This design comes from an exercise in tuning for small area, a short achievable clock period and few clock cycles on the open sky130 flow, not from production work.
In this exercise RTL edits were held to simulation tests only and were not proved equivalent to the original.
No activity file was given, so power comes from the tool's default toggle rates.

==> flow/design.v <==
module ca_lzc #(parameter L = 7) (
    input  wire [(1<<L)-1:0] x,
    output wire [L:0]        z
);
    localparam W = 1 << L;
    wire [W-1:0]     v [0:L];
    wire [L*W-1:0]   c [0:L];
    assign v[0] = x;
    assign c[0] = {L*W{1'b0}};
    genvar l, j;
    generate
        for (l = 1; l <= L; l = l + 1) begin : lv
            for (j = 0; j < (W >> l); j = j + 1) begin : nd
                wire vh = v[l-1][2*j+1];
                wire vl = v[l-1][2*j];
                wire [L-1:0] ch = c[l-1][(2*j+1)*L +: L];
                wire [L-1:0] cl = c[l-1][(2*j)*L +: L];
                assign v[l][j] = vh | vl;
                assign c[l][j*L +: L] = vh ? ch : (cl | (1 << (l-1)));
            end
            if ((W >> l) < W) begin : pad
                assign v[l][W-1:(W>>l)] = {(W-(W>>l)){1'b0}};
                assign c[l][L*W-1:L*(W>>l)] = {(L*(W-(W>>l))){1'b0}};
            end
        end
    endgenerate
    assign z = v[L][0] ? {1'b0, c[L][L-1:0]} : W[L:0];
endmodule
module ca_add #(parameter W = 128, parameter ARCH = 0) (
    input  wire [W-1:0] a,
    input  wire [W-1:0] b,
    input  wire         cin,
    output wire [W-1:0] s,
    output wire         cout
);
    function integer clg(input integer v);
        integer k;
        begin
            clg = 0;
            for (k = 1; k < v; k = k * 2) clg = clg + 1;
        end
    endfunction
    localparam L = clg(W + 1);
    localparam N = 1 << L;             
    wire [N-1:0] g0, p0;
    assign g0 = {{(N-W-1){1'b0}}, a & b, cin};
    assign p0 = {{(N-W-1){1'b0}}, a ^ b, 1'b0};
    wire [N-1:0] G [0:2*L];
    wire [N-1:0] P [0:2*L];
    assign G[0] = g0;
    assign P[0] = p0;
    genvar l, i;
    generate
        if (ARCH == 1) begin : skl
            for (l = 0; l < L; l = l + 1) begin : lv
                for (i = 0; i < N; i = i + 1) begin : b
                    if ((i >> l) & 1) begin : c
                        localparam integer J = ((i >> l) << l) - 1;
                        assign G[l+1][i] = G[l][i] | (P[l][i] & G[l][J]);
                        assign P[l+1][i] = P[l][i] & P[l][J];
                    end else begin : k
                        assign G[l+1][i] = G[l][i];
                        assign P[l+1][i] = P[l][i];
                    end
                end
            end
            for (l = L; l < 2*L; l = l + 1) begin : pass
                assign G[l+1] = G[l];
                assign P[l+1] = P[l];
            end
        end else begin : bk
            for (l = 0; l < L; l = l + 1) begin : up
                for (i = 0; i < N; i = i + 1) begin : b
                    if (((i + 1) % (2 << l)) == 0) begin : c
                        localparam integer J = i - (1 << l);
                        assign G[l+1][i] = G[l][i] | (P[l][i] & G[l][J]);
                        assign P[l+1][i] = P[l][i] & P[l][J];
                    end else begin : k
                        assign G[l+1][i] = G[l][i];
                        assign P[l+1][i] = P[l][i];
                    end
                end
            end
            for (l = 0; l < L - 1; l = l + 1) begin : dn
                localparam integer LL = L - 2 - l;
                for (i = 0; i < N; i = i + 1) begin : b
                    if (((i + 1) % (2 << LL)) == (1 << LL) && i >= (2 << LL)) begin : c
                        localparam integer J = i - (1 << LL);
                        assign G[L+1+l][i] = G[L+l][i] | (P[L+l][i] & G[L+l][J]);
                        assign P[L+1+l][i] = P[L+l][i] & P[L+l][J];
                    end else begin : k
                        assign G[L+1+l][i] = G[L+l][i];
                        assign P[L+1+l][i] = P[L+l][i];
                    end
                end
            end
            assign G[2*L] = G[2*L-1];
            assign P[2*L] = P[2*L-1];
        end
    endgenerate
    wire [W:0] c = G[2*L][W:0];
    assign s    = p0[W:1] ^ c[W-1:0];
    assign cout = c[W];
endmodule
module carry_adder (
    input  wire        clk,
    input  wire        rst,
    input  wire        wr_en,
    input  wire [3:0]  wr_addr,
    input  wire [63:0] wr_data,
    output wire        ready,
    output reg  [63:0] rc,
    output reg  [63:0] ru,
    output reg  [63:0] rl,
    output reg  [1:0]  st
);
    localparam [2:0] OP_ADD = 3'd1, OP_NEG = 3'd2, OP_SUB = 3'd3, OP_LSH = 3'd4,
                     OP_RSH = 3'd5, OP_MUL = 3'd6, OP_QUOREM = 3'd7;
    localparam [1:0] ST_OK = 2'd0, ST_DIVZERO = 2'd1, ST_ILLEGAL = 2'd2;
    localparam K = 16;                  
    reg [63:0] au, al, bu, bl;
    reg        busy;
    reg        s_alu, s_shift, s_dinit, s_mul, s_mfin, s_div;
    reg [63:0] cu, cl;                  
    reg        m_neg;                   
    reg [7:0]  amt;                     
    reg        amt_zero;                
    reg        amt_rev;                 
    reg [5:0]  cnt;
    reg [65:0] d3;                      
    assign ready = ~busy;
    wire sel_mul;
    wire host_wr = wr_en & ~busy;
    wire issue   = host_wr & (wr_addr == 4'd4);
    always @(posedge clk) begin
        if (host_wr) begin
            case (wr_addr)
                4'd0: au <= wr_data;
                4'd1: al <= wr_data;
                4'd2: bu <= wr_data;
                4'd3: bl <= wr_data;
                default: ;
            endcase
        end
    end
    wire [2:0]  op      = wr_data[2:0];
    wire [31:0] n       = wr_data[63:32];
    wire        illegal = (|wr_data[31:3]) | (op == 3'd0) |
                          ((op != OP_LSH) && (op != OP_RSH) && (n != 32'd0));
    wire        bl_zero = (bl == 64'd0);
    wire [127:0] a = {au, al};
    wire [127:0] add_x = s_dinit ? {64'd0, bl} : s_mfin ? {ru, rl} :
                         (s_alu & m_neg) ? 128'd0 : a;
    wire [127:0] add_y = s_dinit ? {63'd0, bl, 1'b0} : s_mfin ? {cu, cl} :
                         s_alu ? (m_neg ? ~a : ~{bu, bl}) : {bu, bl};
    wire [127:0] add_s;
    wire         add_c;
    ca_add #(.W(128)) u_add (.a(add_x), .b(add_y), .cin(s_alu), .s(add_s), .cout(add_c));
    wire [191:0] add_res = {63'd0, add_c & ~s_alu & ~s_mfin, add_s};
    wire [63:0]   m_ph  = s_mul ? ru : 64'd0;
    wire [63:0]   m_ch  = s_mul ? cu : 64'd0;
    wire [63:0]   m_pl  = s_mul ? rl : bl;
    localparam MW = 64 + K;
    wire [MW-1:0] pp [0:K-1];
    genvar gi;
    generate
        for (gi = 0; gi < K; gi = gi + 1) begin : g_pp
            assign pp[gi] = {{K{1'b0}}, al & {64{m_pl[gi]}}} << gi;
        end
    endgenerate
    function [2*MW-1:0] csa(input [MW-1:0] x, input [MW-1:0] y, input [MW-1:0] z);
        csa = {((x & y) | (x & z) | (y & z)) << 1, x ^ y ^ z};
    endfunction
    wire [MW-1:0] ph = {{K{1'b0}}, m_ph};
    wire [MW-1:0] ch = {{K{1'b0}}, m_ch};
    wire [MW-1:0] s1, c1, s2, c2, s3, c3, s4, c4, s5, c5, s6, c6, s7, c7, s8, c8;
    wire [MW-1:0] s9, c9, s10, c10, s11, c11, s12, c12, s13, c13, s14, c14, s15, c15, s16, c16;
    assign {c1, s1} = csa(ph, ch, pp[0]);
    assign {c2, s2} = csa(pp[1], pp[2], pp[3]);
    assign {c3, s3} = csa(pp[4], pp[5], pp[6]);
    assign {c4, s4} = csa(pp[7], pp[8], pp[9]);
    assign {c5, s5} = csa(pp[10], pp[11], pp[12]);
    assign {c6, s6} = csa(pp[13], pp[14], pp[15]);
    assign {c7, s7} = csa(s1, c1, s2);
    assign {c8, s8} = csa(c2, s3, c3);
    assign {c9, s9} = csa(s4, c4, s5);
    assign {c10, s10} = csa(c5, s6, c6);
    assign {c11, s11} = csa(s7, c7, s8);
    assign {c12, s12} = csa(c8, s9, c9);
    assign {c13, s13} = csa(s11, c11, s12);
    assign {c14, s14} = csa(c12, s10, c10);
    assign {c15, s15} = csa(s13, c13, s14);
    assign {c16, s16} = csa(s15, c15, c14);
    wire [MW-1:0] s_f = s16, c_f = c16;
    wire [191:0]  mul_res = {64'd0, s_f[MW-1:K], s_f[K-1:0], m_pl[63:K]};
    always @(posedge clk) begin
        if (sel_mul) begin
            cu <= c_f[MW-1:K];
            cl <= {c_f[K-1:0], cl[63:K]};
        end
    end
    function [127:0] rev128(input [127:0] x);
        integer i;
        for (i = 0; i < 128; i = i + 1) rev128[i] = x[127-i];
    endfunction
    function [191:0] rev192(input [191:0] x);
        integer i;
        for (i = 0; i < 192; i = i + 1) rev192[i] = x[191-i];
    endfunction
    wire [127:0] sh_in  = amt_rev ? rev128(a) : a;
    wire [191:0] sh_l   = {64'd0, sh_in} << amt;
    wire [191:0] sh_z   = amt_zero ? 192'd0 : sh_l;
    wire [191:0] sh_r   = rev192(sh_z);      
    wire [191:0] sh_res = amt_rev ? {sh_r[63:0], sh_r[191:64]} : sh_z;
    wire [7:0] lz_a;
    wire [6:0] lz_d;
    ca_lzc #(.L(7)) u_lza (.x(a),  .z(lz_a));
    ca_lzc #(.L(6)) u_lzd (.x(bl), .z(lz_d));
    wire [8:0] i_raw  = {1'b0, lz_a} + 9'd63 - {3'd0, lz_d[5:0]};
    wire [7:0] i_div  = (i_raw >= 9'd128) ? 8'd128 : {i_raw[7:1], 1'b0};
    wire [65:0] t   = {rc, ru[63:62]};
    wire [65:0] t1, t2, t3;
    wire        ge1, ge2, ge3;
    ca_add #(.W(66)) u_sub1 (.a(t), .b(~{2'd0, bl}),       .cin(1'b1), .s(t1), .cout(ge1));
    ca_add #(.W(66)) u_sub2 (.a(t), .b(~{1'd0, bl, 1'b0}), .cin(1'b1), .s(t2), .cout(ge2));
    ca_add #(.W(66)) u_sub3 (.a(t), .b(~d3),               .cin(1'b1), .s(t3), .cout(ge3));
    wire [63:0] r_n = ge3 ? t3[63:0] : ge2 ? t2[63:0] : ge1 ? t1[63:0] : t[63:0];
    wire [1:0]  dig = ge3 ? 2'd3 : ge2 ? 2'd2 : ge1 ? 2'd1 : 2'd0;
    wire [191:0] div_res = {r_n, ru[61:0], rl, dig};
    wire        idle   = ~busy;
    wire        sel_add = idle ? ~wr_data[2] : (s_alu | s_mfin);
    assign      sel_mul = idle ?  wr_data[2] : s_mul;
    wire        sel_sh  = s_shift | s_dinit;
    wire [191:0] res_n = sel_add ? add_res :
                         sel_mul ? mul_res :
                         sel_sh  ? sh_res  : div_res;
    wire        res_en = busy | issue;
    always @(posedge clk) begin
        if (res_en) {rc, ru, rl} <= res_n;
    end
    always @(posedge clk) begin
        if (s_dinit) d3 <= add_s[65:0];
        if (issue) begin
            amt      <= wr_data[1] ? i_div : n[7:0];
            amt_zero <= ~wr_data[1] & ((|n[31:8]) | (n[7:6] == 2'b11));
            amt_rev  <= ~wr_data[1] & wr_data[0];
            m_neg    <= ~wr_data[0];
        end
        if (rst) begin
            busy <= 1'b0; s_alu <= 1'b0; s_shift <= 1'b0; s_dinit <= 1'b0;
            s_mul <= 1'b0; s_mfin <= 1'b0; s_div <= 1'b0;
            st <= ST_OK;
        end else if (issue) begin
            if (illegal) begin
                st <= ST_ILLEGAL;
            end else begin
                st <= (op == OP_QUOREM && bl_zero) ? ST_DIVZERO : ST_OK;
                case (op)
                    OP_NEG, OP_SUB: begin busy <= 1'b1; s_alu <= 1'b1; end
                    OP_LSH, OP_RSH: begin busy <= 1'b1; s_shift <= 1'b1; end
                    OP_MUL: begin busy <= 1'b1; s_mul <= 1'b1; cnt <= 64/K - 1; end
                    OP_QUOREM: if (!bl_zero) begin busy <= 1'b1; s_dinit <= 1'b1; end
                    default: ;
                endcase
            end
        end else begin
            if (s_alu)   begin s_alu <= 1'b0; busy <= 1'b0; end
            if (s_shift) begin s_shift <= 1'b0; busy <= 1'b0; end
            if (s_dinit) begin
                s_dinit <= 1'b0;
                cnt <= 6'd63 - amt[6:1] + 6'd1;    
                if (amt[7]) busy <= 1'b0;
                else s_div <= 1'b1;
            end
            if (s_mfin)  begin s_mfin <= 1'b0; busy <= 1'b0; end
            if (s_mul | s_div) begin
                cnt <= cnt - 6'd1;
                if (cnt == 6'd1) begin
                    s_mul <= 1'b0; s_div <= 1'b0;
                    if (s_mul) s_mfin <= 1'b1;
                    else busy <= 1'b0;
                end
            end
        end
    end
endmodule
make LEC_CHECK=0 CAP_MARGIN=50 CORE_MARGIN=2 CORE_UTILIZATION=40 PLACE_DENSITY=0.45 SETUP_SLACK_MARGIN=5 SLEW_MARGIN=50 finish   # period 11.5 ns
run.sh (not shown) runs the stock make flow with config.mk's settings and CLKGATE_MAP_FILE= SYNTH_SCRIPT=/design/flow/synth_recipe.tcl, a recipe that flattens the netlist after the stock synthesis.
Testbench counts at the start, summed over its fixed seeds: cycles 24,208.
Then changed:
--- a/flow/design.v
+++ b/flow/design.v
@@ -137,36 +137,40 @@
             case (wr_addr)
                 4'd0: au <= wr_data;
                 4'd1: al <= wr_data;
                 4'd2: bu <= wr_data;
-                4'd3: bl <= wr_data;
                 default: ;
             endcase
         end
+    end
+    wire mul_rot;
+    always @(posedge clk) begin
+        if (host_wr && wr_addr == 4'd3) bl <= wr_data;
+        else if (mul_rot) bl <= {bl[K-1:0], bl[63:K]};
     end
     wire [2:0]  op      = wr_data[2:0];
     wire [31:0] n       = wr_data[63:32];
     wire        illegal = (|wr_data[31:3]) | (op == 3'd0) |
                           ((op != OP_LSH) && (op != OP_RSH) && (n != 32'd0));
     wire        bl_zero = (bl == 64'd0);
+    assign mul_rot = s_mul | (issue & ~illegal & (op == OP_MUL));
     wire [127:0] a = {au, al};
-    wire [127:0] add_x = s_dinit ? {64'd0, bl} : s_mfin ? {ru, rl} :
-                         (s_alu & m_neg) ? 128'd0 : a;
-    wire [127:0] add_y = s_dinit ? {63'd0, bl, 1'b0} : s_mfin ? {cu, cl} :
-                         s_alu ? (m_neg ? ~a : ~{bu, bl}) : {bu, bl};
+    wire         a_neg = s_alu & m_neg;
+    wire         a_sub = s_alu & ~m_neg;
+    wire [127:0] add_x = s_mfin ? {ru, rl} : (a ^ {128{a_neg}});
+    wire [127:0] add_y = s_mfin ? {cu, cl} : (({bu, bl} ^ {128{a_sub}}) & {128{~a_neg}});
     wire [127:0] add_s;
     wire         add_c;
     ca_add #(.W(128)) u_add (.a(add_x), .b(add_y), .cin(s_alu), .s(add_s), .cout(add_c));
     wire [191:0] add_res = {63'd0, add_c & ~s_alu & ~s_mfin, add_s};
     wire [63:0]   m_ph  = s_mul ? ru : 64'd0;
     wire [63:0]   m_ch  = s_mul ? cu : 64'd0;
-    wire [63:0]   m_pl  = s_mul ? rl : bl;
     localparam MW = 64 + K;
     wire [MW-1:0] pp [0:K-1];
     genvar gi;
     generate
         for (gi = 0; gi < K; gi = gi + 1) begin : g_pp
-            assign pp[gi] = {{K{1'b0}}, al & {64{m_pl[gi]}}} << gi;
+            assign pp[gi] = {{K{1'b0}}, al & {64{bl[gi]}}} << gi;
         end
     endgenerate
     function [2*MW-1:0] csa(input [MW-1:0] x, input [MW-1:0] y, input [MW-1:0] z);
         csa = {((x & y) | (x & z) | (y & z)) << 1, x ^ y ^ z};
@@ -191,9 +195,9 @@
     assign {c14, s14} = csa(c12, s10, c10);
     assign {c15, s15} = csa(s13, c13, s14);
     assign {c16, s16} = csa(s15, c15, c14);
     wire [MW-1:0] s_f = s16, c_f = c16;
-    wire [191:0]  mul_res = {64'd0, s_f[MW-1:K], s_f[K-1:0], m_pl[63:K]};
+    wire [191:0]  mul_res = {64'd0, s_f[MW-1:K], s_f[K-1:0], rl[63:K]};
     always @(posedge clk) begin
         if (sel_mul) begin
             cu <= c_f[MW-1:K];
             cl <= {c_f[K-1:0], cl[63:K]};
@@ -222,9 +226,11 @@
     wire [65:0] t1, t2, t3;
     wire        ge1, ge2, ge3;
     ca_add #(.W(66)) u_sub1 (.a(t), .b(~{2'd0, bl}),       .cin(1'b1), .s(t1), .cout(ge1));
     ca_add #(.W(66)) u_sub2 (.a(t), .b(~{1'd0, bl, 1'b0}), .cin(1'b1), .s(t2), .cout(ge2));
-    ca_add #(.W(66)) u_sub3 (.a(t), .b(~d3),               .cin(1'b1), .s(t3), .cout(ge3));
+    wire [65:0] a3 = ~s_div ? {1'b0, bl, 1'b0} : t;
+    wire [65:0] b3 = ~s_div ? {2'd0, bl} : ~d3;
+    ca_add #(.W(66)) u_sub3 (.a(a3), .b(b3), .cin(s_div), .s(t3), .cout(ge3));
     wire [63:0] r_n = ge3 ? t3[63:0] : ge2 ? t2[63:0] : ge1 ? t1[63:0] : t[63:0];
     wire [1:0]  dig = ge3 ? 2'd3 : ge2 ? 2'd2 : ge1 ? 2'd1 : 2'd0;
     wire [191:0] div_res = {r_n, ru[61:0], rl, dig};
     wire        idle   = ~busy;
@@ -238,9 +244,9 @@
     always @(posedge clk) begin
         if (res_en) {rc, ru, rl} <= res_n;
     end
     always @(posedge clk) begin
-        if (s_dinit) d3 <= add_s[65:0];
+        if (s_dinit) d3 <= t3;
         if (issue) begin
             amt      <= wr_data[1] ? i_div : n[7:0];
             amt_zero <= ~wr_data[1] & ((|n[31:8]) | (n[7:6] == 2'b11));
             amt_rev  <= ~wr_data[1] & wr_data[0];
What happened: The changed run finished with timing, DRC and antenna clean; power went up by 3.1%; cell area hardly moves; setup slack degrades by 0.0036 ns; core utilization went up by 0.23 points; non-clock buffer count went up by 32; sequential power hardly moves.
Testbench counts after the change, summed over its fixed seeds: cycles 24,208.

## afterwards: timing with drivers on the ports
The flow's constraints put no driver on any port. The routed layouts listed below were extracted and timed again, unchanged, in two steps.
Step 1, drivers: a clkbuf_16 drives clk and a buf_2 each remaining input, both assumed.
Step 2 times the ports against the registers' clock, not the clock port: input delays grow and output delays shrink by t, the midpoint of the rising clock arrivals with the driver on.
Three values: ideal, step 1, step 2; two values: the first two.
run	t (ns)	slack for setup (ns)	latest minus earliest clock arrival (ns)
the first run	0.893	4.873 / 4.873 / 4.873	0.050 / 0.051
the second run	0.894	4.870 / 4.870 / 4.141	0.058 / 0.058
After both steps every run listed still meets setup and hold. For the second run, which loses most, drivers alone change the setup slack by 0.000 ns; drivers and shift together by -0.729 ns.
